What follows belongs to an exercise in optimizing a design on an open flow for small area and few clock cycles; a production flow would make more cautious choices.
At most, simulation tests tie the RTL to the original design; equivalence was not proved.
No functional check of the RTL was part of runs 1 to 4 and 7.
Power figures rest on the tool's default switching activity, not on a simulated workload.

--- flow/config.mk ---
export PLATFORM = sky130hd
export DESIGN_NAME = eppe_page_engine
export DESIGN_NICKNAME = eppe_page_engine
export VERILOG_FILES = /design/flow/design.v
export SDC_FILE = /design/flow/constraint.sdc
export NUM_CORES = 4
export LEC_CHECK = 0
export CAP_MARGIN = 20
export CORE_MARGIN = 2
export CORE_UTILIZATION = 40
export SLEW_MARGIN = 40
export SYNTH_HIERARCHICAL = 1
export SYNTH_MINIMUM_KEEP_SIZE = 0
--- flow/constraint.sdc ---
create_clock -name core_clock -period 20.0 [get_ports {clk}]
set_input_delay 4.0000 -clock core_clock [delete_from_list [all_inputs] [get_ports {clk}]]
set_output_delay 4.0000 -clock core_clock [all_outputs]
set_load 0.01 [all_outputs]
--- flow/design.v ---
module eppe_pixel_xform (
    input  wire [1:0]  rot,
    input  wire        mirror,
    input  wire        phys,       
    input  wire [15:0] x_in,       
    input  wire [15:0] y_in,       
    output wire        in_range,
    output wire [5:0]  px,         
    output wire [5:0]  py          
);
    wire [5:0] xl = x_in[5:0];
    wire [5:0] yl = y_in[5:0];
    wire       xz = (x_in[15:6] == 10'd0);
    wire       yz = (y_in[15:6] == 10'd0);
    wire       x45 = xz && (xl < 6'd45);
    wire       y45 = yz && (yl < 6'd45);
    wire       swap = rot[0] && !phys;
    assign in_range = swap ? (x45 && yz) : (xz && y45);
    wire       fx = !phys && (rot[0] ? !rot[1] : (mirror ^ rot[1]));
    wire       fy = !phys && (rot[0] ? (mirror ^ rot[1]) : rot[1]);
    wire [5:0] u  = swap ? yl : xl;
    wire [5:0] v  = swap ? xl : yl;
    assign px = u ^ {6{fx}};
    assign py = fy ? (6'd44 - v) : v;
endmodule
module eppe_clip_axis (
    input  wire [15:0] s_in,    
    input  wire [15:0] l_in,    
    input  wire        flip,
    input  wire        d64,     
    output wire [6:0]  s3,
    output wire [6:0]  l4
);
    wire [6:0]  d   = d64 ? 7'd64 : 7'd45;
    wire [16:0] t   = {s_in[15], s_in} + {l_in[15], l_in};
    wire [16:0] v   = flip ? t : {s_in[15], s_in};
    wire        neg = v[16];
    wire        big = !v[16] && ((v[15:7] != 9'd0) || (v[6:0] > d));
    wire [6:0]  vc  = neg ? 7'd0 : (big ? d : v[6:0]);
    wire [6:0]  dm  = d - vc;
    assign s3 = flip ? dm : vc;
    wire [6:0]  rem = flip ? vc : dm;
    wire        lneg = l_in[15];
    wire        lbig = !lneg && ((l_in[14:7] != 8'd0) || (l_in[6:0] > rem));
    assign l4 = lneg ? 7'd0 : (lbig ? rem : l_in[6:0]);
endmodule
module eppe_page_engine (
    input  wire        clk,
    input  wire        rst,
    input  wire        cmd_valid,
    output wire        cmd_ready,
    input  wire [2:0]  cmd_op,
    input  wire [2:0]  cmd_arg,
    input  wire [15:0] cmd_x,
    input  wire [15:0] cmd_y,
    input  wire [15:0] cmd_w,
    input  wire [15:0] cmd_h,
    output wire        out_valid,
    input  wire        out_ready,
    output wire [7:0]  out_data,
    output wire [15:0] page,
    output wire [1:0]  rot,
    output wire        mirror,
    output wire        win_part,
    output wire [15:0] win_x,
    output wire [15:0] win_y,
    output wire [15:0] win_w,
    output wire [15:0] win_h,
    output wire [1:0]  diag
);
    localparam [2:0] OP_SET_ROTATION  = 3'd0;
    localparam [2:0] OP_SET_FULL_WIN  = 3'd1;
    localparam [2:0] OP_SET_PART_WIN  = 3'd2;
    localparam [2:0] OP_FILL          = 3'd3;
    localparam [2:0] OP_SET_PIXEL     = 3'd4;
    localparam [2:0] OP_SET_PIXEL_PHY = 3'd5;
    localparam [2:0] OP_BEGIN_FRAME   = 3'd6;
    localparam [2:0] OP_ADVANCE_PAGE  = 3'd7;
    function [7:0] ge_mask(input [2:0] a);
        ge_mask = 8'hFF << a;
    endfunction
    function [7:0] le_mask(input [2:0] a);
        le_mask = ~(8'hFE << a);
    endfunction
    function [5:0] times5(input [3:0] p);
        case (p)
            4'd0: times5 = 6'd0;   4'd1: times5 = 6'd5;   4'd2: times5 = 6'd10;
            4'd3: times5 = 6'd15;  4'd4: times5 = 6'd20;  4'd5: times5 = 6'd25;
            4'd6: times5 = 6'd30;  4'd7: times5 = 6'd35;  default: times5 = 6'd40;
        endcase
    endfunction
    function [6:0] divmod5(input [5:0] v);
        integer i, q, r;
        begin
            divmod5 = 7'd0;
            for (i = 0; i < 45; i = i + 1) begin
                q = i / 5;
                r = i % 5;
                if (v == i) divmod5 = {q[3:0], r[2:0]};
            end
        end
    endfunction
    reg  [1:0]  s_rot;
    reg         s_mirror;
    reg         s_win_part;
    reg  [3:0]  s_wx8, s_we8;              
    reg  [5:0]  s_wy, s_wh;
    reg  [3:0]  s_cur;                     
    reg         diag_badcmd, diag_passlock;
    reg  [1:0]  bg;                        
    reg  [1:0]  ph;                        
    reg  [2:0]  cw;                        
    reg         cw_all;                    
    reg         streaming;
    reg  [1:0]  st_bg;                     
    reg  [2:0]  st_r, st_r0, st_rl;        
    reg  [2:0]  st_c, st_c0, st_cl;        
    reg  [1:0]  st_j;                      
    wire active = !(s_cur[3] && s_cur[0]);
    assign page     = active ? {12'd0, s_cur} : 16'hFFFF;
    assign rot      = s_rot;
    assign mirror   = s_mirror;
    assign win_part = s_win_part;
    assign win_x    = s_win_part ? {9'd0, s_wx8, 3'd0} : 16'd0;
    assign win_y    = s_win_part ? {10'd0, s_wy} : 16'd0;
    assign win_w    = s_win_part ? {9'd0, s_we8 - s_wx8, 3'd0} : 16'd64;
    assign win_h    = s_win_part ? {10'd0, s_wh} : 16'd45;
    assign diag     = {diag_passlock, diag_badcmd};
    wire       pix_in_range;
    wire [5:0] pix_x, pix_y;
    eppe_pixel_xform u_xform (
        .rot(s_rot), .mirror(s_mirror), .phys(cmd_op[0]),
        .x_in(cmd_x), .y_in(cmd_y),
        .in_range(pix_in_range), .px(pix_x), .py(pix_y)
    );
    reg        clip_step;                  
    reg  [3:0] clip_x8, clip_e8;
    wire       clip_sw = s_rot[0] ^ clip_step;      
    wire [6:0] ax_s3, ax_l4;
    eppe_clip_axis u_axis (
        .s_in(clip_sw ? cmd_y : cmd_x), .l_in(clip_sw ? cmd_h : cmd_w),
        .flip(clip_step ? (s_rot[0] ? (s_rot[1] ^ s_mirror) : s_rot[1])
                        : (s_rot[0] ? !s_rot[1] : (s_rot[1] ^ s_mirror))),
        .d64(!clip_step), .s3(ax_s3), .l4(ax_l4)
    );
    wire [6:0] ax_xe = ax_s3 + ax_l4 + 7'd7;
    always @(posedge clk) begin
        clip_x8 <= ax_s3[6:3];
        clip_e8 <= (ax_l4 == 7'd0) ? ax_s3[6:3] : ax_xe[6:3];
    end
    wire [5:0] pg_start = times5(s_cur);
    wire [6:0] pix_dm  = divmod5(pix_y);
    wire       row_ok  = (pix_dm[6:3] == s_cur);
    wire [2:0] pix_r   = pix_dm[2:0];
    wire [2:0] pix_c   = pix_x[5:3];
    wire [1:0] pix_q   = pix_x[2:1];                          
    wire       pix_lo  = pix_x[0];                            
    wire [3:0] pw_c0 = s_win_part ? s_wx8 : 4'd0;
    wire [3:0] pw_c1 = s_win_part ? s_we8 : 4'd8;
    wire [5:0] pw_y0 = s_win_part ? s_wy : 6'd0;
    wire [5:0] pw_y1 = s_win_part ? s_wy + s_wh : 6'd45;
    wire [6:0] d0 = {1'b0, pw_y0} - {1'b0, pg_start};
    wire [6:0] d1 = {1'b0, pw_y1} - {1'b0, pg_start};
    wire [2:0] pr_r0 = d0[6] ? 3'd0 : d0[2:0];
    wire [2:0] pr_r1 = (!d1[6] && d1[5:0] > 6'd5) ? 3'd5 : d1[2:0];
    wire       rows_ok = !d1[6] && (d1 != 7'd0) && (d0[6] || d0[5:0] < 6'd5) &&
                         (d0[6] || d1[6:0] > d0[6:0]);
    wire       pr_empty = (pw_c1 == pw_c0) || !rows_ok;
    wire st_lastc = (st_c == st_cl);
    wire st_lastr = (st_r == st_rl);
    wire st_vld   = streaming && (ph == st_j);
    wire st_take  = st_vld && out_ready;
    wire st_rd    = st_take && (st_j == 2'd3);            
    wire st_end   = st_rd && st_lastc && st_lastr;
    wire [1:0] head_h, head_l;                            
    function [3:0] nib(input [1:0] code, input [1:0] bgc);
        reg [1:0] c;
        begin
            c = (code == 2'd0) ? bgc : code - 2'd1;       
            nib = (c == 2'd1) ? 4'h0 : ((c == 2'd2) ? 4'h4 : 4'h3);
        end
    endfunction
    assign out_data  = {nib({head_h[1], head_l[1]}, st_bg), nib({head_h[0], head_l[0]}, st_bg)};
    assign out_valid = st_vld;
    wire [7:0] reg_cols  = ge_mask(st_c0) & le_mask(st_cl);
    wire [7:0] reg_rows  = ge_mask(st_r0) & le_mask(st_rl);
    wire [7:0] rows_next = (8'hFE << st_r) & le_mask(st_rl);
    wire [7:0] cols_left = ge_mask(st_c);
    wire pix_pend = streaming && reg_cols[pix_c] &&
                    (rows_next[pix_r] || (pix_r == st_r && cols_left[pix_c]));
    wire is_pix   = (cmd_op == OP_SET_PIXEL) || (cmd_op == OP_SET_PIXEL_PHY);
    wire col3     = (cmd_arg[1:0] == 2'd3);
    wire pix_do   = is_pix && !col3 && active && pix_in_range && row_ok;
    wire busy     = streaming && !st_end;
    wire cw_on    = (cw != 3'd0);
    reg stall;
    always @* begin
        case (cmd_op)
            OP_SET_PART_WIN:  stall = !active && !clip_step;
            OP_FILL:          stall = streaming && active && !col3;
            OP_SET_PIXEL,
            OP_SET_PIXEL_PHY: stall = pix_do && (pix_pend || ph != pix_q);
            OP_BEGIN_FRAME:   stall = streaming && active;
            OP_ADVANCE_PAGE:  stall = active && (busy || cw_on);
            default:          stall = 1'b0;
        endcase
    end
    assign cmd_ready = !stall;
    wire accept = cmd_valid && !stall;
    wire [3:0] next_cur = (s_cur == 4'd8) ? 4'hF : s_cur + 4'd1;
    always @(posedge clk) begin
        if (rst) begin
            s_rot         <= 2'd0;
            s_mirror      <= 1'b0;
            s_win_part    <= 1'b0;
            s_cur         <= 4'hF;
            diag_badcmd   <= 1'b0;
            diag_passlock <= 1'b0;
            streaming     <= 1'b0;
            ph            <= 2'd0;
            cw            <= 3'd0;
            clip_step     <= 1'b0;
        end else begin
            ph <= ph + 2'd1;
            if (cw_on) cw <= cw - 3'd1;
            if (st_take) st_j <= st_j + 2'd1;
            if (st_rd) begin
                if (st_lastc) begin
                    st_c <= st_c0;
                    st_r <= st_r + 3'd1;
                end else begin
                    st_c <= st_c + 3'd1;
                end
            end
            if (st_end) streaming <= 1'b0;
            if (cmd_valid && cmd_op == OP_SET_PART_WIN && !active && !clip_step)
                clip_step <= 1'b1;
            if (accept) begin
                case (cmd_op)
                    OP_SET_ROTATION: begin
                        s_rot    <= cmd_arg[1:0];
                        s_mirror <= cmd_arg[2];
                    end
                    OP_SET_FULL_WIN: begin
                        if (active) diag_passlock <= 1'b1;
                        else        s_win_part    <= 1'b0;
                    end
                    OP_SET_PART_WIN: begin
                        if (active) begin
                            diag_passlock <= 1'b1;
                        end else begin
                            s_win_part <= 1'b1;
                            clip_step  <= 1'b0;
                            s_wx8      <= clip_x8;
                            s_we8      <= clip_e8;
                            s_wy       <= ax_s3[5:0];
                            s_wh       <= ax_l4[5:0];
                        end
                    end
                    OP_FILL: begin
                        if (col3) begin
                            diag_badcmd <= 1'b1;
                        end else if (active) begin
                            cw     <= 3'd4;
                            cw_all <= 1'b1;
                            bg     <= cmd_arg[1:0];
                        end
                    end
                    OP_SET_PIXEL, OP_SET_PIXEL_PHY: begin
                        if (col3) diag_badcmd <= 1'b1;
                    end
                    OP_BEGIN_FRAME: begin
                        s_cur <= 4'd0;
                        bg    <= 2'd0;
                        if (!streaming) begin
                            cw     <= 3'd4;
                            cw_all <= 1'b1;
                        end
                    end
                    OP_ADVANCE_PAGE: begin
                        if (active) begin
                            s_cur  <= next_cur;
                            bg     <= 2'd0;
                            cw     <= 3'd4;
                            cw_all <= pr_empty;
                            if (!pr_empty) begin
                                streaming <= 1'b1;
                                st_bg <= bg;
                                st_r  <= pr_r0;
                                st_r0 <= pr_r0;
                                st_rl <= pr_r1 - 3'd1;
                                st_c  <= pw_c0[2:0];
                                st_c0 <= pw_c0[2:0];
                                st_cl <= pw_c1[2:0] - 3'd1;
                                st_j  <= 2'd0;
                            end
                        end
                    end
                    default: ;
                endcase
            end
        end
    end
    wire       pix_wr = accept && pix_do;
    wire [1:0] code   = cmd_arg[1:0] + 2'd1;                
    wire [4:0] row_clr = {5{cw_on}} & ({5{cw_all}} | ~reg_rows[4:0]);
    wire [7:0] col_clr = {8{cw_on}} & ({8{cw_all}} | ~reg_cols);
    wire [4:0] row_rd  = {5{st_take}} & (5'd1 << st_r);
    wire [7:0] col_rd  = 8'd1 << st_c;
    wire [4:0] row_wr  = {5{pix_wr}} & (5'd1 << pix_r);
    wire [7:0] col_hi  = {8{!pix_lo}} & (8'd1 << pix_c);
    wire [7:0] col_lo  = {8{pix_lo}} & (8'd1 << pix_c);
    wire [79:0] heads_h, heads_l;           
    genvar gr, gc;
    generate
        for (gr = 0; gr < 5; gr = gr + 1) begin : g_row
            for (gc = 0; gc < 8; gc = gc + 1) begin : g_col
                wire clr   = row_clr[gr] || col_clr[gc] || (row_rd[gr] && col_rd[gc]);
                wire wr_hi = row_wr[gr] && col_hi[gc];
                wire wr_lo = row_wr[gr] && col_lo[gc];
                wire [1:0] h0, l0;
                eppe_ring u_ring (
                    .clk(clk), .clr(clr), .wr_hi(wr_hi), .wr_lo(wr_lo),
                    .code(code), .head_h(h0), .head_l(l0)
                );
                assign heads_h[(gr*8+gc)*2 +: 2] = h0;
                assign heads_l[(gr*8+gc)*2 +: 2] = l0;
            end
        end
    endgenerate
    assign head_h = heads_h[{st_r, st_c, 1'b0} +: 2];
    assign head_l = heads_l[{st_r, st_c, 1'b0} +: 2];
endmodule
module eppe_ring (
    input  wire       clk,
    input  wire       clr,
    input  wire       wr_hi,
    input  wire       wr_lo,
    input  wire [1:0] code,
    output wire [1:0] head_h,
    output wire [1:0] head_l
);
    reg  [1:0] h0, h1, h2, h3;
    reg  [1:0] l0, l1, l2, l3;
    wire       keep_hi = !(wr_hi || clr);
    wire       keep_lo = !(wr_lo || clr);
    wire [1:0] nh, nl;
    assign nh[1] = (keep_hi && h0[1]) || (wr_hi && code[1]);
    assign nh[0] = (keep_lo && h0[0]) || (wr_lo && code[1]);
    assign nl[1] = (keep_hi && l0[1]) || (wr_hi && code[0]);
    assign nl[0] = (keep_lo && l0[0]) || (wr_lo && code[0]);
    always @(posedge clk) begin
        h0 <= h1; h1 <= h2; h2 <= h3; h3 <= nh;
        l0 <= l1; l1 <= l2; l2 <= l3; l3 <= nl;
    end
    assign head_h = h0;
    assign head_l = l0;
endmodule
--- flow/flow/run.sh ---
#!/bin/bash
# The standard layout, with two changes:
#  - input and output ports get the smallest buffer (buf_1);
#  - clock tree synthesis uses no dummy loads and larger sink clusters.
set -euo pipefail
export BUFFER_PORTS_ARGS="-buffer_cell sky130_fd_sc_hd__buf_1"
export CTS_ARGS="-sink_clustering_enable -repair_clock_nets -dont_use_dummy_load -sink_clustering_size 28 -sink_clustering_max_diameter 84"
bash standard.sh > make_flow.log 2>&1
--- flow/standard.sh ---
#!/bin/bash
# synth_recipe.tcl (not shown) runs the flow's synth.tcl, then flattens the netlist and writes it again
# the make line also repeats each setting of config.mk as NAME=value (left out here)
make -C /OpenROAD-flow-scripts/flow DESIGN_CONFIG=/design/flow/config.mk WORK_HOME=/design/flow/orfs CLKGATE_MAP_FILE= SYNTH_SCRIPT=/design/flow/synth_recipe.tcl "${@:-finish}"
==> reports/summary.txt, run 1 <==
outcome - no timing/DRC/antenna violations
cts repair resizes - 0
fmax - 72.7 MHz
cell with the most instances after synthesis - dfxtp_1
Die W - 262 um
Finished Cell Area - 0.0285 sq mm
Synth top area share - 50.4%
max_slew headroom - 40.6%
WHS - 0.265 ns
Req. time, crit path - 20.45 ns
H-tree lvl count - 1
Pleak - 10.7 nW
Seq cells post-synth - 716
max incr delay on CP - 0.48 ns
Worst IR Drop VDD - 0.0593 mV
clock skew - 0.0920 ns
CTS tree - done
initial antenna violation count - 0
grt total ovfl - 0
core box area - 0.0659 sq mm
antenna cells - 0
Avg Inst Size Synth - 11.3 sq um
Slew @ Worst Pin - 0.886 ns
setup_tns - 0 ns
EDFF count, synth - 45
Detailed Route Iter0 Violations - 1451
PD cells - 92.4 mW/mm^2
vias in the first global route - 17200
most frequent cells after synthesis - dfxtp_1, nor2_1, a22o_1
postcts setup bufs - 0
Worst-Skew Late Latency - 0.64 ns
Distinct cells, synth - 97
First-pass DRT Iterations - 6
ys async rst share - 0%
Mapped Area - 0.0267 sq mm
# hold bufs at CTS - 0
DRC Markers - 0
Layout area overhead - 6.98%
Max Cap Violations - 0
final setup violating endpoints - 0
drt via density - 5.42
Final Max Slew Viols - 0
period utilization - 68.8%
Critical Path Source Type - primary input
R2R setup slack - 8.62 ns
synth warn - 8
Boundary Pins - 170
ys flop type - dfxtp_1
DR vias - 17800
most frequent CP cell - ha_1
CP endpoint kind - register
Yosys top cell by area - dfxtp_1
Clock transition at path regs - 0.11 ns
Nets - 2596
Crit Path Max Fanout - 14
CTS root buf - clkbuf_16
final hold violations - 0
Period minus WS final - 13.76 ns
Initial Util - 40.5%
Total GRT Usage - 19.0%
Final HPWL DP - 47800 um
share of layout cells above drive strength 1 - 8.63%
arrival time worst endpoint - 14.20 ns
Routability Congestion - 0.868
row cnt - 94
Bufs and invs on worst path - 6
Area contributors post-synth - dfxtp_1, a22o_1, edfxtp_1
Num CTS Buffers - 30
largest net degree at the start of global routing - 82
CTS Sinks - 716
critical path class - in2reg
ANT nets after route - 0
Crit path max-delay family - compound AO/OA/AOI/OAI gates
synthesized instance count - 2361
IO buf count - 123
die area - 0.0687 sq mm
placed inst area - 0.0277 sq mm
post-synthesis sequential area ratio - 55.5%
CP max-delay cell - or4b_1
HP Class - reg2reg
WL/cell - 20.2 um
RSZ-0062 raised after global routing - false
first-pass GRT wire length - 101000 um
routed wire length - 66400 um
CTS Buffer Depth - 3
fin util - 43.3%
Die Ht - 262 um
routing by layer:
metal  wire length, um  global-route usage, %  vias to the layer above
met4              2230                   5.70                        0
met3              4080                   3.11                      130
met2             30500                   30.7                      629
met1             29600                   26.2                     8533
li1                  -                      -                     8522
met5                 0                      0                        -
state kept, by name, summed over array words and instances, names as in the netlist, 3 cells and up, named ones only:
signal and cells:
g_row.g_col.u_ring.h0 80, g_row.g_col.u_ring.h1 80, g_row.g_col.u_ring.h2 80, g_row.g_col.u_ring.h3 80, g_row.g_col.u_ring.l0 80, g_row.g_col.u_ring.l1 80
g_row.g_col.u_ring.l2 80, g_row.g_col.u_ring.l3 80, s_wh 6, s_wy 6, clip_e8 4, clip_x8 4
s_cur 4, s_we8 4, s_wx8 4, cw 3, st_c0 3, st_c 3
st_cl 3, st_r0 3, st_r 3, st_rl 3
worst register-to-register path: cells and delay by family, from the launching register on:
family / cells / cell delay [ns]
buffers and inverters: 5 / 0.87
XOR/XNOR: 4 / 0.59
adder cells (fa/ha/maj): 7 / 2.01
multiplexers: 3 / 1.12
flip-flops: 1 / 0.54
AO/OA/AOI/OAI: 20 / 4.90
AND/OR/NAND/NOR: 9 / 1.25
cells by family after synthesis:
kind of cell	count (synthesis)	synth area share [%]
adder cells (fa/ha/maj)	102	4.90
AND/OR/NAND/NOR	659	12.4
other	1	0.0141
multiplexers	133	7.49
XOR/XNOR	69	2.27
buffers and inverters	244	4.69
AO/OA/AOI/OAI	437	12.7
flip-flops	716	55.5
per-stage QoR:
step	total power [mW]	std cells	setup slack, ns
after CTS	2.65	3285	6.29
after floorplan	1.82	2406	7.03
final	2.64	3285	6.24
after global placement	1.98	3254	5.99
after detailed placement	1.99	3255	5.71
after global routing	2.75	3285	5.30
worst paths after layout:
check	start	to	depth (start not counted)
worst max-delay path	cmd_x[0]	clip_e8[3]	49
worst min-delay path	g_row[0].g_col[6].u_ring.h1[1]	g_row[0].g_col[6].u_ring.h0[1]	0
worst max register to register	s_rot[0]	clip_e8[3]	48
worst min register to register	g_row[0].g_col[6].u_ring.h1[1]	g_row[0].g_col[6].u_ring.h0[1]	0
cell type report:
type | instances | area (sq um)
multi-input combinational | 1446 | 10900
clock buffer | 30 | 751
tap | 864 | 1080
sequential | 716 | 14800
fill | 6217 | 37400
inverter | 79 | 297
timing repair buffer | 150 | 677
Yosys stat by module (local to each module, per instance):
module / flip-flops and latches / copies in the design / cells / area [sq um]
eppe_ring: 16 / 40 / 22 / 363
eppe_pixel_xform: 0 / 1 / 57 / 453
eppe_page_engine: 76 / 1 / 1115 / 9470
eppe_clip_axis: 0 / 1 / 309 / 2210
power by group:
group / internal (mW) / leakage (nW) / switching, mW / total [mW]
clock network: 0.268 / 0.370 / 0.405 / 0.673
registers: 1.45 / 5.81 / 0.00870 / 1.46
logic: 0.146 / 4.56 / 0.358 / 0.504
cell usage in the layout (no fill, tap or decap), drive strengths merged, types with 8 or more instances in the layout:
cell,netlist,routed
buf,88,150
a21oi,58,58
a211oi,13,13
nor3b,9,9
nand3,78,78
dfxtp,671,671
mux2,49,49
a31oi,13,13
xnor2,49,49
o22ai,8,8
nor3,40,40
a22o,163,163
nand2b,32,32
clkbuf,77,30
mux4,48,48
mux2i,36,36
nor2,165,165
edfxtp,45,45
o21ai,46,46
nor4,99,99
and3,11,11
nor2b,23,23
a21o,18,18
nand2,141,141
xor2,20,20
and2,19,19
o21a,12,12
ha,94,94
o211ai,43,43
conb,1,46
inv,78,78
==> inputs of run 2 (changes only) <==
==> flow/run.sh (new file) <==
#!/bin/bash
# synth_recipe.tcl (not shown) runs the flow's synth.tcl, then flattens the netlist and writes it again
# the make line also repeats each setting of config.mk as NAME=value (left out here)
make -C /OpenROAD-flow-scripts/flow DESIGN_CONFIG=/design/flow/config.mk WORK_HOME=/design/flow/orfs CLKGATE_MAP_FILE= SYNTH_SCRIPT=/design/flow/synth_recipe.tcl finish
removed: flow/flow/run.sh
removed: flow/standard.sh
==> run 2 against run 1 <==
  * Area after synthesis unchanged
  * Final cell count up 2.6%
  * Sequential power about the same
  * Critical path depth up 2
  * Highest routed layer is now met5
  * Count of clock-buffer cells in the layout up 65
  * Combinational power up 4.2%
  * Clock skew down 0.071 ns
  * Still clean
==> reports/summary.txt, run 2 <==
drt via density - 5.41
DR vias - 18200
final setup violating endpoints - 0
Routability Congestion - 0.909
grt total ovfl - 0
most frequent cells in the layout - dfxtp_1, a22o_1, nor2_1
cell with the most instances after synthesis - dfxtp_1
EDFF count, synth - 45
Yosys top cell by area - dfxtp_1
most frequent CP cell - ha_1
max incr delay on CP - 0.55 ns
RSZ-0062 raised after global routing - false
initial antenna violation count - 1
Pleak - 11.9 nW
hold path startpoint - g_row[3].g_col[6].u_ring.l1[0]
Reg2Reg Launch Point - s_rot[0]
CP endpoint kind - register
Worst-Skew Late Latency - 0.60 ns
CTS Buffer Depth - 3
Num CTS Buffers - 69
synth warn - 8
Req. time, crit path - 20.46 ns
Die W - 262 um
H-tree lvl count - 3
period utilization - 71.3%
Final HPWL DP - 48500 um
Boundary Pins - 170
ys async rst share - 0%
fin util - 46.9%
post-synthesis sequential area ratio - 55.5%
final hold violations - 0
Layout area overhead - 16.0%
FF-to-FF path depth - 50
fmax - 70.1 MHz
most common cell after layout, fill and taps aside - dfxtp_1
Detailed Route Iter0 Violations - 1405
DRC Markers - 0
CTS root buf - clkbuf_16
share of layout cells above drive strength 1 - 11.4%
first-pass GRT wire length - 105000 um
postcts setup bufs - 0
R2R setup slack - 8.47 ns
largest net degree at the start of global routing - 81
WL/cell - 20.5 um
CTS tree - done
# hold bufs at CTS - 0
setup_tns - 0 ns
row cnt - 94
Distinct cells, synth - 97
arrival time worst endpoint - 14.71 ns
Nets - 2634
Seq cells post-synth - 716
clock skew - 0.0214 ns
core box area - 0.0659 sq mm
Total GRT Usage - 19.9%
ANT nets after route - 0
cts repair resizes - 0
Area contributors post-synth - dfxtp_1, a22o_1, edfxtp_1
Die Ht - 262 um
end of the worst hold path - g_row[3].g_col[6].u_ring.l0[0]
routed wire length - 69100 um
Period minus WS final - 14.26 ns
outcome - no timing/DRC/antenna violations
worst r2r dst - clip_e8[3]
Critical Path Source Type - primary input
vias in the first global route - 17700
CP max-delay cell - clkdlybuf4s50_1
Final Max Slew Viols - 0
die area - 0.0687 sq mm
antenna cells - 0
IO buf count - 123
Initial Util - 40.5%
Mapped Area - 0.0267 sq mm
critical path class - in2reg
Crit Path Max Fanout - 14
Max Cap Violations - 0
Clock transition at path regs - 0.06 ns
HP Class - reg2reg
synthesized instance count - 2361
ys flop type - dfxtp_1
PD cells - 107 mW/mm^2
Slew @ Worst Pin - 0.891 ns
Avg Inst Size Synth - 11.3 sq um
Synth top area share - 50.4%
max_slew headroom - 40.4%
First-pass DRT Iterations - 5
worst hold path depth - 0
Worst IR Drop VDD - 0.0721 mV
CTS Sinks - 716
most frequent cells after synthesis - dfxtp_1, nor2_1, a22o_1
[run 2: cell types whose count changed in the layout (fill, tap and decap cells not counted), moves of 6 or more]
cell             delta
clkbuf_8           +11
bufinv_16           +6
clkdlybuf4s50_1   +123
clkbuf_16          +43
clkbuf_1           +11
buf_1             -123
clkinv_2            +9
[run 2: routing by layer]
| layer | share of wire (%) | global-route usage [%] | up-vias |
|---|---|---|---|
| met3 | 6.2 | 3.68 | 140 |
| met1 | 45 | 26.9 | 8773 |
| met5 | 0.017 | 0 | - |
| li1 | - | - | 8650 |
| met2 | 46 | 32.4 | 672 |
| met4 | 2.8 | 6.04 | 2 |
[run 2: cell families (layout without fill, tap and decap cells)]
kind of cell | Yosys count | in the layout | synth area share [%]
AOI/OAI and AO/OA | 437 | 437 | 12.7
xor gates and xnor gates | 69 | 69 | 2.27
adders and majority gates | 102 | 102 | 4.90
buffers and inverters | 244 | 346 | 4.69
DFF | 716 | 716 | 55.5
muxes | 133 | 133 | 7.49
other | 1 | 46 | 0.0141
and+or+nand+nor | 659 | 659 | 12.4
[run 2: worst max-delay path, delay by kind of cell]
| kind | cells | cell delay (ns) |
|---|---|---|
| muxes | 3 | 0.85 |
| adders and majority gates | 8 | 2.20 |
| buffers and inverters | 6 | 1.10 |
| xor gates and xnor gates | 3 | 0.36 |
| AOI/OAI and AO/OA | 17 | 4.07 |
| and+or+nand+nor | 14 | 2.09 |
[run 2: worst max path at each step]
stage,start,endpoint,slack (ns),depth (start not counted)
floorplan,cmd_x[4],clip_e8[3],7.03,48
global placement,cmd_x[0],clip_e8[3],5.63,48
detailed placement,cmd_x[0],clip_e8[3],5.32,51
CTS,cmd_x[0],clip_e8[3],5.89,51
global route,cmd_y[0],clip_e8[3],5.00,51
finish,cmd_y[0],clip_e8[3],5.74,51
[run 2: per-stage QoR]
step / area [sq um] / total power, mW / hold WS [ns] / instances / setup slack [ns]
after global placement: 28400 / 1.99 / 0.310 / 3250 / 5.63
final: 30900 / 3.31 / 0.313 / 3372 / 5.74
after global routing: 30900 / 3.44 / 0.323 / 3372 / 5.00
after detailed placement: 28500 / 2.00 / 0.312 / 3251 / 5.32
after floorplan: 26800 / 1.82 / 0.310 / 2406 / 7.03
after CTS: 30800 / 3.33 / 0.311 / 3369 / 5.89
[run 2: Yosys stat by module (local to each module, per instance)]
module            flops+latches  copies in the design
eppe_ring                    16                    40
eppe_page_engine             76                     1
eppe_clip_axis                0                     1
eppe_pixel_xform              0                     1
[run 2: layout make-up]
cell class / count / area (sq um)
clock buffer: 95 / 2020
fill: 6019 / 35000
inverter: 79 / 297
multi-input combinational: 1446 / 11000
timing repair buffer: 149 / 1450
tap: 864 / 1080
sequential: 716 / 14800
clock inverter: 23 / 325
[run 2: report_power, final]
part	leakage [nW]	switching (mW)	internal (mW)	total [mW]
logic	4.91	0.365	0.160	0.525
registers	5.81	0.00738	1.45	1.46
clock network	1.15	0.542	0.788	1.33
==> inputs of run 3 (changes only) <==
--- a/flow/config.mk
+++ b/flow/config.mk
@@ -9,4 +9,6 @@
 export CORE_MARGIN = 2
 export CORE_UTILIZATION = 40
+export CTS_CLUSTER_DIAMETER = 84
+export CTS_CLUSTER_SIZE = 28
 export SLEW_MARGIN = 40
 export SYNTH_HIERARCHICAL = 1
==> run 3 against run 2 <==
  * Still clean
  * Clock power shrank 45%
  * Core utilization shrank 2.2 points
  * Design area shrank 4.7%
  * Count of clock-buffer cells in the layout shrank 62
  * Maximum frequency up 0.10%
  * Sequential share of layout area rose by 2.4 points
  * Area after synthesis stayed put
  * First-iteration DRC count is 5.3% higher
  * Wire length shrank 2.1%
  * Global-route usage is 0.62 points lower
  * Largest cell class unchanged
  * Highest routed layer is now met4
==> reports/summary.txt, run 3 <==
largest net degree at the start of global routing - 81
Stages on worst setup path - 49
row cnt - 94
Finished Cell Area - 0.0294 sq mm
crit path to - clip_e8[3]
Initial Util - 40.5%
fillers - 6159
Detailed Route Iter0 Violations - 1479
Mapped Area - 0.0267 sq mm
Total GRT Usage - 19.3%
share of layout cells above drive strength 1 - 8.93%
Critical Path Source Type - primary input
Multi-input gate area - 0.0110 sq mm
Synth top area share - 50.4%
ANT nets after route - 0
placed inst area - 0.0285 sq mm
Num CTS Buffers - 31
final setup violating endpoints - 0
core box area - 0.0659 sq mm
arrival time worst endpoint - 14.75 ns
ys flop type - dfxtp_1
Worst IR Drop VDD - 0.0593 mV
period utilization - 71.2%
most frequent CP cell - ha_1
most frequent cells in the layout - dfxtp_1, a22o_1, nor2_1
Crit path max-delay family - compound AO/OA/AOI/OAI gates
IO buf count - 123
critical path class - in2reg
most common cell after layout, fill and taps aside - dfxtp_1
initial antenna violation count - 0
Layout area overhead - 10.5%
CTS root buf - clkbuf_16
Avg Inst Size Synth - 11.3 sq um
CTS Sinks - 716
fin cells - 3293
Worst-Skew Late Latency - 0.64 ns
outcome - no timing/DRC/antenna violations
Yosys top cell by area - dfxtp_1
Die Ht - 262 um
routed wire length - 67600 um
worst r2r dst - clip_e8[3]
fin util - 44.7%
Final Max Slew Viols - 0
EDFF count, synth - 45
Period minus WS final - 14.24 ns
Clock transition at path regs - 0.10 ns
Distinct cells, synth - 97
Area contributors post-synth - dfxtp_1, a22o_1, edfxtp_1
Req. time, crit path - 20.51 ns
post-synthesis sequential area ratio - 55.5%
FF-to-FF path depth - 48
synthesized instance count - 2361
Nets - 2595
cell with the most instances after synthesis - dfxtp_1
antenna cells - 0
CP max-delay cell - clkdlybuf4s50_1
ys async rst share - 0%
FF/Latch Area - 0.0148 sq mm
final hold violations - 0
cts repair resizes - 0
First-pass DRT Iterations - 7
Final HPWL DP - 48500 um
postcts setup bufs - 0
Crit Path Max Fanout - 14
Pleak - 11.2 nW
Power, Total - 2.70 mW
synth warn - 8
HP Class - reg2reg
first-pass GRT wire length - 103000 um
vias in the first global route - 17400
PD cells - 91.9 mW/mm^2
drt via density - 5.43
placed cell count - 3251
max incr delay on CP - 0.55 ns
Boundary Pins - 170
CP endpoint kind - register
clock skew - 0.0314 ns
Routability Congestion - 0.909
H-tree lvl count - 1
RSZ-0062 raised after global routing - false
fmax - 70.2 MHz
die area - 0.0687 sq mm
max_slew headroom - 42.1%
grt total ovfl - 0
Slew @ Worst Pin - 0.869 ns
most frequent cells after synthesis - dfxtp_1, nor2_1, a22o_1
DR vias - 17900
Bufs and invs on worst path - 6
Seq cells post-synth - 716
CTS tree - done
Reg2Reg Launch Point - s_rot[0]
WL/cell - 20.5 um
R2R setup slack - 8.43 ns
crit path from - cmd_y[0]
setup_tns - 0 ns
CTS Buffer Depth - 3
Die W - 262 um
# hold bufs at CTS - 0
worst hold path depth - 0
DRC Markers - 0
Max Cap Violations - 0
-- run 3: layer usage --
layer,up-vias,part of all wire [%],global-route usage [%]
li1,8525,-,-
met1,8665,45,26.5
met2,589,46,32.0
met3,111,5.6,2.71
met4,0,2.7,5.12
met5,-,0,0
-- run 3: worst min path at each step --
| stage | end | slack (ns) | startpoint |
|---|---|---|---|
| 4_1_cts | g_row[4].g_col[3].u_ring.h1[0] | 0.31 | g_row[4].g_col[3].u_ring.h2[0] |
| 6_report | g_row[4].g_col[3].u_ring.h1[0] | 0.31 | g_row[4].g_col[3].u_ring.h2[0] |
| 2_1_floorplan | g_row[0].g_col[0].u_ring.h0[0] | 0.31 | g_row[0].g_col[0].u_ring.h1[0] |
| 3_5_place_dp | g_row[1].g_col[1].u_ring.l0[0] | 0.31 | g_row[1].g_col[1].u_ring.l1[0] |
| 5_1_grt | g_row[4].g_col[3].u_ring.h1[0] | 0.32 | g_row[4].g_col[3].u_ring.h2[0] |
| 3_3_place_gp | g_row[0].g_col[1].u_ring.h1[0] | 0.31 | g_row[0].g_col[1].u_ring.h2[0] |
-- run 3: power breakdown --
group / leakage, nW / internal (mW) / switching (mW) / total (mW)
Combinational: 4.91 / 0.159 / 0.363 / 0.523
Sequential: 5.81 / 1.45 / 0.00775 / 1.46
Clock: 0.434 / 0.291 / 0.434 / 0.725
-- run 3: metrics by stage --
stage | worst slack [ns] | hold slack, ns
2_1_floorplan | 7.03 | 0.310
3_3_place_gp | 5.63 | 0.310
3_5_place_dp | 5.32 | 0.312
4_1_cts | 5.94 | 0.312
5_1_grt | 5.04 | 0.315
6_report | 5.76 | 0.312
-- run 3: layout make-up --
type	instances	share of cell area, %
sequential	716	50.2
multi-input combinational	1446	37.2
timing repair buffer	148	4.89
tap	864	3.67
clock buffer	33	2.66
inverter	79	1.01
clock inverter	7	0.357
-- run 3: per-module statistics from Yosys, one instance, submodules excluded --
module | cell area (sq um) | cells | copies in the design
eppe_clip_axis | 2210 | 309 | 1
eppe_ring | 363 | 22 | 40
eppe_pixel_xform | 453 | 57 | 1
eppe_page_engine | 9470 | 1115 | 1
-- run 3: kinds of logic (layout without fill, tap and decap cells) --
kind of cell | count (synthesis) | after routing | synth area share (%)
AO/OA/AOI/OAI | 437 | 437 | 12.7
XOR/XNOR | 69 | 69 | 2.27
adder cells (fa/ha/maj) | 102 | 102 | 4.90
buffers and inverters | 244 | 267 | 4.69
flip-flops | 716 | 716 | 55.5
multiplexers | 133 | 133 | 7.49
other | 1 | 46 | 0.0141
AND/OR/NAND/NOR | 659 | 659 | 12.4
==> inputs of run 4 (changes only) <==
--- a/flow/config.mk
+++ b/flow/config.mk
@@ -9,6 +9,6 @@
 export CORE_MARGIN = 2
 export CORE_UTILIZATION = 40
-export CTS_CLUSTER_DIAMETER = 84
-export CTS_CLUSTER_SIZE = 28
+export CTS_CLUSTER_DIAMETER = 72
+export CTS_CLUSTER_SIZE = 24
 export SLEW_MARGIN = 40
 export SYNTH_HIERARCHICAL = 1
==> run 4 against run 3 <==
  * Count of clock-buffer cells in the layout up 9
  * Sequential cell count unchanged
  * Register-to-register slack worse by 0.02 ns
==> reports/summary.txt, run 4 <==
outcome - no timing/DRC/antenna violations
synthesized instance count - 2361
Die Ht - 262 um
final setup violating endpoints - 0
Pleak - 11.3 nW
CP max-delay cell - clkdlybuf4s50_1
Initial Util - 40.5%
Yosys top cell by area - dfxtp_1
first-pass GRT wire length - 104000 um
routed wire length - 68100 um
period utilization - 71.6%
Slew @ Worst Pin - 0.879 ns
First-pass DRT Iterations - 5
CTS root buf - clkbuf_16
CP endpoint kind - register
HP Class - reg2reg
die area - 0.0687 sq mm
core box area - 0.0659 sq mm
Critical Path Source Type - primary input
setup_tns - 0 ns
drt via density - 5.42
Req. time, crit path - 20.46 ns
Pint - 1.98 mW
Combinational Power Share - 18.6%
Distinct cells, synth - 97
EDFF count, synth - 45
final hold violations - 0
CTS tree - done
most common cell after layout, fill and taps aside - dfxtp_1
critical path class - in2reg
ys flop type - dfxtp_1
most frequent cells after synthesis - dfxtp_1, nor2_1, a22o_1
Avg Inst Size Synth - 11.3 sq um
Layout area overhead - 11.3%
H-tree lvl count - 2
row cnt - 94
Worst IR Drop VDD - 0.0514 mV
Detailed Route Iter0 Violations - 1426
Max Cap Violations - 0
most frequent CP cell - ha_1
DRC Markers - 0
cell with the most instances after synthesis - dfxtp_1
part of the power in registers - 51.9%
max incr delay on CP - 0.55 ns
Routability Congestion - 0.909
cts repair resizes - 0
postcts setup bufs - 0
Die W - 262 um
# hold bufs at CTS - 0
Mapped Area - 0.0267 sq mm
largest net degree at the start of global routing - 81
Area contributors post-synth - dfxtp_1, a22o_1, edfxtp_1
synth warn - 8
sw power - 0.829 mW
WL/cell - 20.6 um
CTS Sinks - 716
RSZ-0062 raised after global routing - false
vias in the first global route - 17500
Setup WS pre-CTS - 5.32 ns
Final Max Slew Viols - 0
ys async rst share - 0%
max_slew headroom - 41.2%
most frequent cells in the layout - dfxtp_1, a22o_1, nor2_1
Synth top area share - 50.4%
ANT nets after route - 0
Sw Share - 29.6%
fmax - 69.9 MHz
Num CTS Buffers - 38
post-synthesis sequential area ratio - 55.5%
PD cells - 94.6 mW/mm^2
initial antenna violation count - 0
final worst setup slack - 5.69 ns
share of layout cells above drive strength 1 - 9.35%
Worst-Skew Late Latency - 0.60 ns
Total GRT Usage - 19.6%
CTS Buffer Depth - 3
IO buf count - 123
Crit Path Max Fanout - 14
Period minus WS final - 14.31 ns
DR vias - 17900
arrival time worst endpoint - 14.77 ns
Clock transition at path regs - 0.09 ns
grt total ovfl - 0
Seq cells post-synth - 716
Nets - 2602
Final HPWL DP - 48500 um
clock skew - 0.0303 ns
Boundary Pins - 170
clock power share - 29.4%
-- run 4: per-stage QoR --
step / cells / util [%] / area, sq um / total power, mW / hold slack (ns)
final: 3304 / 45.0 / 29700 / 2.81 / 0.307
after global routing: 3303 / 45.0 / 29700 / 2.92 / 0.318
after CTS: 3301 / 45.0 / 29600 / 2.82 / 0.310
after detailed placement: 3251 / 43.3 / 28500 / 2.00 / 0.312
after global placement: 3250 / 43.1 / 28400 / 1.99 / 0.310
after floorplan: 2406 / - / 26800 / 1.82 / 0.310
-- run 4: critical path: cells and delay by family --
family / cells / cell delay, ns
AOI/OAI and AO/OA: 17 / 4.06
adders and majority gates: 8 / 2.23
and+or+nand+nor: 14 / 2.14
buffers and inverters: 6 / 1.12
muxes: 3 / 0.85
xor gates and xnor gates: 3 / 0.36
-- run 4: cell families after synthesis --
family,Yosys count,synth area share [%]
XOR/XNOR,69,2.27
buffers and inverters,244,4.69
adder cells (fa/ha/maj),102,4.90
other,1,0.0141
flip-flops,716,55.5
AND/OR/NAND/NOR,659,12.4
multiplexers,133,7.49
AO/OA/AOI/OAI,437,12.7
-- run 4: power groups by stage --
stage          sequential (mW)  combinational [mW]  clock [mW]
6_report                  1.46               0.523       0.825
5_1_grt                   1.46               0.567       0.898
4_1_cts                   1.46               0.516       0.847
3_5_place_dp              1.49               0.514           0
3_3_place_gp              1.49               0.501           0
2_1_floorplan             1.49               0.337           0
-- run 4: final timing paths --
kind	end	slack [ns]	cells past startpoint	from
setup / recovery	clip_e8[3]	5.69	51	cmd_y[0]
hold / removal	g_row[4].g_col[3].u_ring.h1[0]	0.31	0	g_row[4].g_col[3].u_ring.h2[0]
setup reg to reg	clip_e8[3]	8.41	50	s_rot[0]
hold reg to reg	g_row[4].g_col[3].u_ring.h1[0]	0.31	0	g_row[4].g_col[3].u_ring.h2[0]
-- run 4: area by class of cell --
type                    instances  area [sq um]
flip-flops and latches        716         14800
well taps                     864          1080
inverters                      79           297
clock inverters                 8           118
multi-input cells            1446         11000
clock buffers                  42           991
repair buffers                148          1430
diodes                          1          2.50
fillers                      6140         36200
-- run 4: routing by layer --
layer / share of wire (%) / track usage [%]
met5: 0 / 0
met4: 2.6 / 5.30
met3: 5.7 / 3.26
met2: 47 / 32.3
met1: 45 / 26.6
-- run 4: per-module statistics from Yosys, one instance, submodules excluded --
module	area, sq um	cells inside
eppe_clip_axis	2210	309
eppe_ring	363	22
eppe_page_engine	9470	1115
eppe_pixel_xform	453	57
==> inputs of run 5 (changes only) <==
--- a/flow/design.v
+++ b/flow/design.v
@@ -329,6 +329,30 @@
         end
     endgenerate
-    assign head_h = heads_h[{st_r, st_c, 1'b0} +: 2];
-    assign head_l = heads_l[{st_r, st_c, 1'b0} +: 2];
+    reg [3:0] row_head [0:4];
+    reg [3:0] rd_head;
+    integer k;
+    always @* begin
+        for (k = 0; k < 5; k = k + 1) begin
+            case (st_c)
+                3'd0: row_head[k] = {heads_h[k*16+0  +: 2], heads_l[k*16+0  +: 2]};
+                3'd1: row_head[k] = {heads_h[k*16+2  +: 2], heads_l[k*16+2  +: 2]};
+                3'd2: row_head[k] = {heads_h[k*16+4  +: 2], heads_l[k*16+4  +: 2]};
+                3'd3: row_head[k] = {heads_h[k*16+6  +: 2], heads_l[k*16+6  +: 2]};
+                3'd4: row_head[k] = {heads_h[k*16+8  +: 2], heads_l[k*16+8  +: 2]};
+                3'd5: row_head[k] = {heads_h[k*16+10 +: 2], heads_l[k*16+10 +: 2]};
+                3'd6: row_head[k] = {heads_h[k*16+12 +: 2], heads_l[k*16+12 +: 2]};
+                default: row_head[k] = {heads_h[k*16+14 +: 2], heads_l[k*16+14 +: 2]};
+            endcase
+        end
+        case (st_r)
+            3'd0: rd_head = row_head[0];
+            3'd1: rd_head = row_head[1];
+            3'd2: rd_head = row_head[2];
+            3'd3: rd_head = row_head[3];
+            default: rd_head = row_head[4];
+        endcase
+    end
+    assign head_h = rd_head[3:2];
+    assign head_l = rd_head[1:0];
 endmodule
 module eppe_ring (
--- a/flow/config.mk
+++ b/flow/config.mk
@@ -9,6 +9,6 @@
 export CORE_MARGIN = 2
 export CORE_UTILIZATION = 40
-export CTS_CLUSTER_DIAMETER = 72
-export CTS_CLUSTER_SIZE = 24
+export CTS_CLUSTER_DIAMETER = 78
+export CTS_CLUSTER_SIZE = 26
 export SLEW_MARGIN = 40
 export SYNTH_HIERARCHICAL = 1
==> run 5 against run 4 <==
  * Final cell count rose by 0.30%
  * Setup slack improved by 0.090 ns
  * Sequential power barely moved
  * Worst hold slack improved by 0.0062 ns
==> reports/summary.txt, run 5 <==
die area - 0.0673 sq mm
fmax - 70.3 MHz
largest net degree at the start of global routing - 81
cts repair resizes - 0
Mapped Area - 0.0261 sq mm
placed inst area - 0.0279 sq mm
end of the worst hold path - g_row[0].g_col[6].u_ring.h2[1]
Max Cap Violations - 0
most common cell after layout, fill and taps aside - dfxtp_1
ys flop type - dfxtp_1
row cnt - 93
worst hold path depth - 0
critical path class - in2reg
FF-to-FF path depth - 49
postcts setup bufs - 0
worst r2r dst - clip_e8[3]
drt via density - 5.41
Crit path max-delay family - compound AO/OA/AOI/OAI gates
Critical Path Source Type - primary input
CTS Sinks - 716
Setup WS pre-CTS - 5.29 ns
Reg2Reg Launch Point - clip_step
CTS Buffer Depth - 3
Bufs and invs on worst path - 4
HP Class - reg2reg
Layout area overhead - 11.3%
Slew @ Worst Pin - 0.865 ns
CP max-delay cell - clkdlybuf4s50_1
post-synthesis sequential area ratio - 56.6%
Seq cells post-synth - 716
Total GRT Usage - 19.3%
Num CTS Buffers - 36
initial antenna violation count - 6
grt total ovfl - 0
Boundary Pins - 170
Final Max Slew Viols - 0
post-synthesis mux area share - 3.29%
Stages on worst setup path - 48
main combinational cell family by area after synthesis - compound AO/OA/AOI/OAI gates
Yosys top cell by area - dfxtp_1
Routability Congestion - 0.913
fillers - 6011
Compound-Gate Fraction of Synth Area - 16.6%
period utilization - 71.1%
CP endpoint kind - register
routed wire length - 66300 um
# hold bufs at CTS - 0
DRC Markers - 0
Worst IR Drop VDD - 0.0514 mV
Crit Path Max Fanout - 14
Synth top area share - 51.5%
R2R setup slack - 8.42 ns
ys async rst share - 0%
arrival time worst endpoint - 14.69 ns
Post-Synth Adder-Cell Area - 5.00%
most frequent cells in the layout - dfxtp_1, nor2_1, a22o_1
max_slew headroom - 41.9%
CTS root buf - clkbuf_16
Req. time, crit path - 20.47 ns
RSZ-0062 raised after global routing - false
core box area - 0.0645 sq mm
EDFF count, synth - 45
Finished Cell Area - 0.0290 sq mm
first-pass GRT wire length - 101000 um
Pleak - 11.2 nW
CTS tree - done
PD cells - 95.2 mW/mm^2
First-pass DRT Iterations - 6
max incr delay on CP - 0.57 ns
H-tree lvl count - 2
clock skew - 0.0343 ns
synth warn - 9
WL/cell - 20.0 um
post-synthesis simple-gate area fraction - 11.7%
Area contributors post-synth - dfxtp_1, a22o_1, edfxtp_1
DR vias - 17900
synthesized instance count - 2364
ANT nets after route - 0
Detailed Route Iter0 Violations - 1474
share of layout cells above drive strength 1 - 7.37%
Avg Inst Size Synth - 11.0 sq um
Worst-Skew Late Latency - 0.59 ns
Final HPWL DP - 47700 um
Die Ht - 259 um
final worst setup slack - 5.78 ns
fin util - 45.1%
Distinct cells, synth - 107
IO buf count - 123
hold path startpoint - g_row[0].g_col[6].u_ring.h3[1]
final setup violating endpoints - 0
Period minus WS final - 14.22 ns
Nets - 2620
xor/xnor cell area share of the yosys netlist - 2.21%
most frequent CP cell - ha_1
Clock transition at path regs - 0.10 ns
vias in the first global route - 17200
outcome - no timing/DRC/antenna violations
cell with the most instances after synthesis - dfxtp_1
Power, Total - 2.76 mW
final hold violations - 0
Die W - 259 um
setup_tns - 0 ns
most frequent cells after synthesis - dfxtp_1, nor2_1, a22o_1
Initial Util - 40.5%
-- run 5: stage by stage --
step	cells	hold slack (ns)
detailed placement	3263	0.312
finish	3314	0.313
global route	3313	0.320
CTS	3310	0.318
floorplan	2409	0.310
global placement	3262	0.310
-- run 5: logic make-up (layout without fill, tap and decap cells) --
kind of cell | count (synthesis) | count (layout)
DFF | 716 | 716
and+or+nand+nor | 618 | 618
AOI/OAI and AO/OA | 553 | 553
buffers and inverters | 228 | 275
adders and majority gates | 102 | 102
muxes | 80 | 80
xor gates and xnor gates | 66 | 66
other | 1 | 49
-- run 5: report_power, final --
part	internal [mW]	total (mW)	switching, mW
registers	1.45	1.46	0.00731
clock network	0.347	0.801	0.454
logic	0.157	0.506	0.349
-- run 5: area by class of cell --
class	instances	area, sq um	share of cell area (%)
timing repair buffer	148	1420	4.88
sequential	716	14800	50.9
clock inverter	8	153	0.526
inverter	80	303	1.04
tap	855	1070	3.68
multi-input combinational	1465	10400	35.8
clock buffer	39	922	3.17
antenna	3	7.51	0.0258
-- run 5: worst max path at each step --
stage | from | endpoint | slack, ns
6_report | cmd_x[0] | clip_e8[3] | 5.78
5_1_grt | cmd_x[0] | clip_e8[3] | 5.01
4_1_cts | cmd_x[0] | clip_e8[3] | 5.85
3_5_place_dp | cmd_x[0] | clip_e8[3] | 5.29
3_3_place_gp | cmd_x[0] | clip_e8[3] | 5.55
2_1_floorplan | cmd_x[4] | clip_e8[3] | 6.93
-- run 5: per-module statistics from Yosys (local to each module, per instance) --
module	cell area, sq um	cells	times used	flops+latches
eppe_page_engine	8810	1092	1	76
eppe_pixel_xform	568	83	1	0
eppe_ring	363	22	40	16
eppe_clip_axis	2210	309	1	0
-- run 5: per-layer routing --
layer  vias to the layer above  part of all wire [%]  track usage [%]
met5                         -                 0.059                0
met4                         6                   3.0             6.66
met3                       119                   6.3             3.30
met2                       605                    44             29.5
met1                      8641                    47             27.4
li1                       8573                     -                -
Testbench counts of run 5, summed over its fixed seeds: cycles 22,098.
==> inputs of run 6 (changes only) <==
==> flow/flow/run.sh (new file) <==
#!/bin/bash
# The standard layout, with two changes:
#  - input and output ports get the smallest buffer (buf_1);
#  - clock tree synthesis uses no dummy loads and larger sink clusters.
set -euo pipefail
export BUFFER_PORTS_ARGS="-buffer_cell sky130_fd_sc_hd__buf_1"
export CTS_ARGS="-sink_clustering_enable -repair_clock_nets -dont_use_dummy_load -sink_clustering_size 28 -sink_clustering_max_diameter 84"
bash standard.sh > make_flow.log 2>&1
==> flow/standard.sh (new file) <==
#!/bin/bash
# synth_recipe.tcl (not shown) runs the flow's synth.tcl, then flattens the netlist and writes it again
# the make line also repeats each setting of config.mk as NAME=value (left out here)
make -C /OpenROAD-flow-scripts/flow DESIGN_CONFIG=/design/flow/config.mk WORK_HOME=/design/flow/orfs CLKGATE_MAP_FILE= SYNTH_SCRIPT=/design/flow/synth_recipe.tcl "${@:-finish}"
--- a/flow/config.mk
+++ b/flow/config.mk
@@ -9,6 +9,4 @@
 export CORE_MARGIN = 2
 export CORE_UTILIZATION = 40
-export CTS_CLUSTER_DIAMETER = 78
-export CTS_CLUSTER_SIZE = 26
 export SLEW_MARGIN = 40
 export SYNTH_HIERARCHICAL = 1
removed: flow/run.sh
==> run 6 against run 5 <==
  * Still clean on timing, DRC and antenna
  * Sequential share of layout area increased by 1.8 points
  * Total power decreased by 3.5%
  * Non-clock buffer count increased by 2
  * Design area decreased by 3.3%
  * Sequential cell count unchanged
  * Highest routed layer unchanged
==> reports/summary.txt, run 6 <==
CTS Sinks - 716
synth warn - 9
fin cells - 3302
Distinct cells, synth - 107
ANT nets after route - 0
Total GRT Usage - 19.0%
Setup WS pre-CTS - 5.78 ns
PD cells - 95.1 mW/mm^2
final hold violations - 0
post-synthesis sequential area ratio - 56.6%
First-pass DRT Iterations - 6
Slew @ Worst Pin - 0.826 ns
R2R setup slack - 8.64 ns
most frequent CP cell - ha_1
H-tree lvl count - 2
grt total ovfl - 0
Clock transition at path regs - 0.10 ns
# hold bufs at CTS - 0
most common cell after layout, fill and taps aside - dfxtp_1
placed cell count - 3265
max_slew headroom - 44.9%
Pleak - 10.8 nW
row cnt - 93
Reg2Reg Launch Point - s_rot[0]
Num CTS Buffers - 34
worst hold path depth - 0
DRC Markers - 0
first-pass GRT wire length - 100000 um
largest net degree at the start of global routing - 81
final setup violating endpoints - 0
Die Ht - 259 um
Final HPWL DP - 47200 um
routed wire length - 65400 um
worst r2r dst - clip_e8[3]
setup_tns - 0 ns
FF-to-FF path depth - 53
most frequent cells after synthesis - dfxtp_1, nor2_1, a22o_1
Initial Util - 40.5%
Avg Inst Size Synth - 11.0 sq um
CTS root buf - clkbuf_16
final worst setup slack - 6.16 ns
Routability Congestion - 0.929
Die W - 259 um
Critical Path Source Type - primary input
max incr delay on CP - 0.49 ns
CP max-delay cell - or4b_1
Req. time, crit path - 20.44 ns
end of the worst hold path - g_row[4].g_col[0].u_ring.l1[1]
Mapped Area - 0.0261 sq mm
RSZ-0062 raised after global routing - false
Worst-Skew Late Latency - 0.59 ns
Area contributors post-synth - dfxtp_1, a22o_1, edfxtp_1
die area - 0.0673 sq mm
critical path class - in2reg
Nets - 2620
DR vias - 17900
Yosys top cell by area - dfxtp_1
Max Cap Violations - 0
drt via density - 5.43
core box area - 0.0645 sq mm
Boundary Pins - 170
CTS Buffer Depth - 3
EDFF count, synth - 45
cts repair resizes - 0
share of layout cells above drive strength 1 - 7.03%
fmax - 72.3 MHz
outcome - no timing/DRC/antenna violations
fin util - 43.6%
ys async rst share - 0%
HP Class - reg2reg
crit path from - cmd_y[0]
Final Max Slew Viols - 0
Layout area overhead - 7.54%
Synth top area share - 51.5%
period utilization - 69.2%
Worst IR Drop VDD - 0.0474 mV
clock skew - 0.0834 ns
hold path startpoint - g_row[4].g_col[0].u_ring.l2[1]
synthesized instance count - 2364
Crit Path Max Fanout - 14
most frequent cells in the layout - dfxtp_1, nor2_1, a22o_1
initial antenna violation count - 3
IO buf count - 123
vias in the first global route - 17200
WL/cell - 19.8 um
cell with the most instances after synthesis - dfxtp_1
ys flop type - dfxtp_1
CP endpoint kind - register
CTS tree - done
Period minus WS final - 13.84 ns
Seq cells post-synth - 716
arrival time worst endpoint - 14.27 ns
postcts setup bufs - 0
Detailed Route Iter0 Violations - 1614
-- run 6: cell counts after synthesis --
No cell type changed its count.
-- run 6: how the worst max path moves through the flow --
stage | endpoint | slack [ns] | cells after the start
finish | clip_e8[3] | 6.16 | 51
detailed placement | clip_e8[3] | 5.78 | 51
floorplan | clip_e8[3] | 6.93 | 48
CTS | clip_e8[3] | 6.30 | 51
global placement | clip_e8[3] | 5.91 | 48
global route | clip_e8[3] | 5.33 | 51
-- run 6: per-stage QoR --
| step | hold slack (ns) | area (sq um) | total power [mW] |
|---|---|---|---|
| detailed placement | 0.312 | 27200 | 1.97 |
| global placement | 0.310 | 27200 | 1.96 |
| finish | 0.260 | 28100 | 2.67 |
| CTS | 0.261 | 28000 | 2.68 |
| global route | 0.257 | 28100 | 2.78 |
| floorplan | 0.310 | 26300 | 1.81 |
-- run 6: layout make-up --
type                       count  area, sq um
tap                          855         1070
multi-input combinational   1465        10400
inverter                      80          303
clock buffer                  34          851
sequential                   716        14800
timing repair buffer         150          663
antenna                        2         5.00
fill                        6119        36400
-- run 6: modules after synthesis (local to each module, per instance) --
module	area (sq um)	copies in the design	cells inside
eppe_page_engine	8810	1	1092
eppe_clip_axis	2210	1	309
eppe_pixel_xform	568	1	83
eppe_ring	363	40	22
-- run 6: logic make-up after synthesis --
logic type	synth area share, %
flip-flops	56.6
AND/OR/NAND/NOR	11.7
AO/OA/AOI/OAI	16.6
buffers and inverters	4.48
adder cells (fa/ha/maj)	5.00
multiplexers	3.29
XOR/XNOR	2.21
other	0.0144
-- run 6: critical path: cells and delay by family --
kind | cells | cell delay, ns
compound gates | 16 | 3.85
simple gates | 15 | 2.32
fa+ha+maj | 8 | 2.18
mux | 3 | 0.86
buf+inv | 6 | 0.73
xor+xnor | 3 | 0.33
-- run 6: layer usage --
metal	share of wire, %	vias to the layer above	GRT usage [%]	routed length [um]
met4	3.2	2	6.72	2120
met5	0.024	-	0	16
li1	-	8556	-	-
met1	47	8640	26.8	30500
met2	44	609	29.4	28500
met3	6.3	123	2.93	4150
-- run 6: where the power goes --
group / switching (mW) / internal [mW]
logic: 0.351 / 0.142
clock network: 0.413 / 0.306
registers: 0.00722 / 1.45
total: 0.770 / 1.90
==> inputs of run 7 (changes only) <==
--- a/flow/design.v
+++ b/flow/design.v
@@ -33,14 +33,14 @@
 );
     wire [6:0]  d   = d64 ? 7'd64 : 7'd45;
-    wire [16:0] t   = {s_in[15], s_in} + {l_in[15], l_in};
-    wire [16:0] v   = flip ? t : {s_in[15], s_in};
+    wire [15:0] la  = l_in & {16{flip}};
+    wire [16:0] v   = {s_in[15], s_in} + {la[15], la};      
     wire        neg = v[16];
-    wire        big = !v[16] && ((v[15:7] != 9'd0) || (v[6:0] > d));
+    wire        big = !neg && ((v[15:7] != 9'd0) || v[6] || (!d64 && v[5:0] > 6'd45));
     wire [6:0]  vc  = neg ? 7'd0 : (big ? d : v[6:0]);
     wire [6:0]  dm  = d - vc;
     assign s3 = flip ? dm : vc;
-    wire [6:0]  rem = flip ? vc : dm;
+    wire [6:0]  rem  = flip ? vc : dm;                    
     wire        lneg = l_in[15];
-    wire        lbig = !lneg && ((l_in[14:7] != 8'd0) || (l_in[6:0] > rem));
+    wire        lbig = (l_in[14:7] != 8'd0) || (l_in[6:0] > rem);
     assign l4 = lneg ? 7'd0 : (lbig ? rem : l_in[6:0]);
 endmodule
==> run 7 against run 6 <==
  * Synthesized cell count down 1.7%
  * Combinational power shrank 6.3%
  * Maximum frequency grew 9.7%
  * Clock skew increased by 0.011 ns
  * Area after synthesis is 1.2% lower
  * Total power is 0.94% lower
  * Largest power group unchanged
==> reports/summary.txt, run 7 <==
CTS tree - done
Sw Share - 28.6%
Worst IR Drop VDD - 0.0544 mV
Pint - 1.89 mW
RSZ-0062 raised after global routing - false
cell with the most instances after synthesis - dfxtp_1
Period minus WS final - 12.61 ns
# hold bufs at CTS - 0
Critical Path Source Type - primary input
clock power share - 27.4%
Pleak - 10.7 nW
initial antenna violation count - 2
HP Class - reg2reg
CP endpoint kind - output port
EDFF count, synth - 45
Boundary Pins - 170
Num CTS Buffers - 34
Final Max Slew Viols - 0
CTS Buffer Depth - 3
CTS root buf - clkbuf_16
CTS Sinks - 716
post-synthesis sequential area ratio - 57.3%
DR vias - 17500
arrival time worst endpoint - 8.61 ns
PD cells - 95.0 mW/mm^2
WL/cell - 19.6 um
Seq cells post-synth - 716
Crit Path Max Fanout - 27
Layout area overhead - 7.83%
die area - 0.0666 sq mm
row cnt - 93
cts repair resizes - 0
Setup WS pre-CTS - 7.34 ns
grt total ovfl - 0
most common cell after layout, fill and taps aside - dfxtp_1
WHS - 0.243 ns
largest net degree at the start of global routing - 82
Mapped Area - 0.0258 sq mm
ANT nets after route - 0
final hold violations - 0
Total GRT Usage - 18.7%
postcts setup bufs - 0
DRC Markers - 0
Detailed Route Iter0 Violations - 1540
Req. time, crit path - 16.00 ns
final setup violating endpoints - 0
synthesized instance count - 2323
antenna cells - 0
max incr delay on CP - 0.65 ns
Die Ht - 258 um
Final HPWL DP - 46000 um
Die W - 258 um
first-pass GRT wire length - 98000 um
Avg Inst Size Synth - 11.1 sq um
Max Cap Violations - 0
Nets - 2577
First-pass DRT Iterations - 5
Routability Congestion - 0.905
final worst setup slack - 7.39 ns
Clock transition at path regs - 0.10 ns
Slew @ Worst Pin - 0.862 ns
setup_tns - 0 ns
core box area - 0.0641 sq mm
routed wire length - 63900 um
CP Cell Sequence - buf_1, buf_4, nand2b_1, mux2i_1, ha_1, nand2_1, xor2_2, and3b_1, a211o_1, a211oi_2, a21oi_2, or4_1, a311oi_2, o22ai_4, nor2_1, nor2_1, buf_1
Yosys top cell by area - dfxtp_1
period utilization - 63.1%
sw power - 0.756 mW
Initial Util - 40.2%
fmax - 79.3 MHz
ys flop type - dfxtp_1
max_slew headroom - 42.5%
most frequent cells in the layout - dfxtp_1, nor2_1, a22o_1
IO buf count - 123
outcome - no timing/DRC/antenna violations
share of layout cells above drive strength 1 - 7.15%
synth warn - 9
drt via density - 5.37
most frequent cells after synthesis - dfxtp_1, nor2_1, a22o_1
CP max-delay cell - xor2_2
critical path class - in2out
clock skew - 0.0948 ns
H-tree lvl count - 2
Worst-Skew Late Latency - 0.59 ns
part of the power in registers - 55.1%
Distinct cells, synth - 104
vias in the first global route - 16900
Synth top area share - 52.1%
Combinational Power Share - 17.5%
ys async rst share - 0%
Area contributors post-synth - dfxtp_1, a22o_1, edfxtp_1
-- run 7: modules after synthesis (local to each module, per instance) --
module	flip-flops and latches	copies in the design
eppe_clip_axis	0	1
eppe_page_engine	76	1
eppe_pixel_xform	0	1
eppe_ring	16	40
-- run 7: worst max-delay path: cells and delay by family --
kind | cells | cell delay, ns
XOR/XNOR | 1 | 0.65
multiplexers | 1 | 0.35
AO/OA/AOI/OAI | 5 | 1.33
buffers and inverters | 3 | 0.49
adder cells (fa/ha/maj) | 1 | 0.22
AND/OR/NAND/NOR | 6 | 1.56
-- run 7: path summary, 6_finish.rpt --
path | from | endpoint | slack [ns] | cells after the start
worst max-delay path | cmd_op[0] | cmd_ready | 7.39 | 17
worst min-delay path | g_row[4].g_col[1].u_ring.h1[1] | g_row[4].g_col[1].u_ring.h0[1] | 0.24 | 0
worst max register to register | clip_step | clip_e8[3] | 9.94 | 48
worst min register to register | g_row[4].g_col[1].u_ring.h1[1] | g_row[4].g_col[1].u_ring.h0[1] | 0.24 | 0
-- run 7: layer usage --
metal	GRT usage, %	vias to the layer above	routed length (um)
met2	29.8	546	28800
met4	5.62	4	1790
met1	25.8	8441	29400
met3	3.72	113	3860
li1	-	8404	-
met5	0	-	28
-- run 7: stage by stage --
| stage | power (mW) | util (%) | instance area, sq um | instances |
|---|---|---|---|---|
| final | 2.64 | 43.4 | 27800 | 3262 |
| after detailed placement | 1.94 | 42.0 | 26900 | 3227 |
| after global placement | 1.93 | 41.9 | 26900 | 3226 |
| after CTS | 2.65 | 43.3 | 27800 | 3261 |
| after global routing | 2.75 | 43.4 | 27800 | 3262 |
| after floorplan | 1.79 | - | 26000 | 2368 |
-- run 7: cell families after synthesis --
| kind of cell | count (synthesis) | synth area share (%) |
|---|---|---|
| XOR/XNOR | 65 | 2.21 |
| other | 1 | 0.0145 |
| buffers and inverters | 215 | 4.23 |
| AO/OA/AOI/OAI | 540 | 16.4 |
| AND/OR/NAND/NOR | 617 | 12.0 |
| multiplexers | 72 | 3.04 |
| adder cells (fa/ha/maj) | 97 | 4.82 |
| flip-flops | 716 | 57.3 |
-- run 7: power by group through the flow --
stage               sequential (mW)  clock [mW]  combinational (mW)
finish                         1.46       0.724               0.462
global route                   1.46       0.793               0.502
CTS                            1.46       0.744               0.453
detailed placement             1.49           0               0.451
global placement               1.49           0               0.438
floorplan                      1.49           0               0.304
-- run 7: layout make-up --
class,instances,area [sq um]
sequential,716,14800
fill,6052,36300
timing repair buffer,145,641
multi-input combinational,1437,10200
tap,855,1070
clock buffer,34,851
inverter,75,282

afterwards: timing with drivers on the ports:
In the flow no input, the clock included, has a driving cell. The finished layouts below were timed again as built, in two steps. Step 1: set_driving_cell puts a clkbuf_16 on clk and a buf_2 on each other input, an assumption about the parent block. Step 2 adds t to the input delays and takes it off the output delays; t is the mean of the earliest and latest rising clock arrival at the registers after step 1. Input paths then give back, and output paths get back, about the clock's delay inside the block. a / b / c = ideal ports / drivers / drivers and shift; a / b = the first two.
| run | t, ns | setup slack, ns | slew at the worst register clock pin (ns) |
|---|---|---|---|
| run 1 | 0.651 | 6.245 / 6.279 / 5.628 | 0.11 / 0.11 |
| run 2 | 0.651 | 5.745 / 5.780 / 5.130 | 0.06 / 0.06 |
| run 3 | 0.678 | 5.759 / 5.792 / 5.114 | 0.12 / 0.12 |
| run 4 | 0.637 | 5.688 / 5.722 / 5.085 | 0.10 / 0.10 |
| run 5 | 0.638 | 5.778 / 5.815 / 5.177 | 0.10 / 0.10 |
| run 6 | 0.600 | 6.165 / 6.196 / 5.596 | 0.11 / 0.11 |
| run 7 | 0.605 | 7.389 / 7.353 / 7.329 | 0.11 / 0.11 |
After both steps every run listed still meets setup and hold. The setup slack of run 3, which loses most, moves by +0.033 ns with the drivers and by -0.645 ns with both steps.
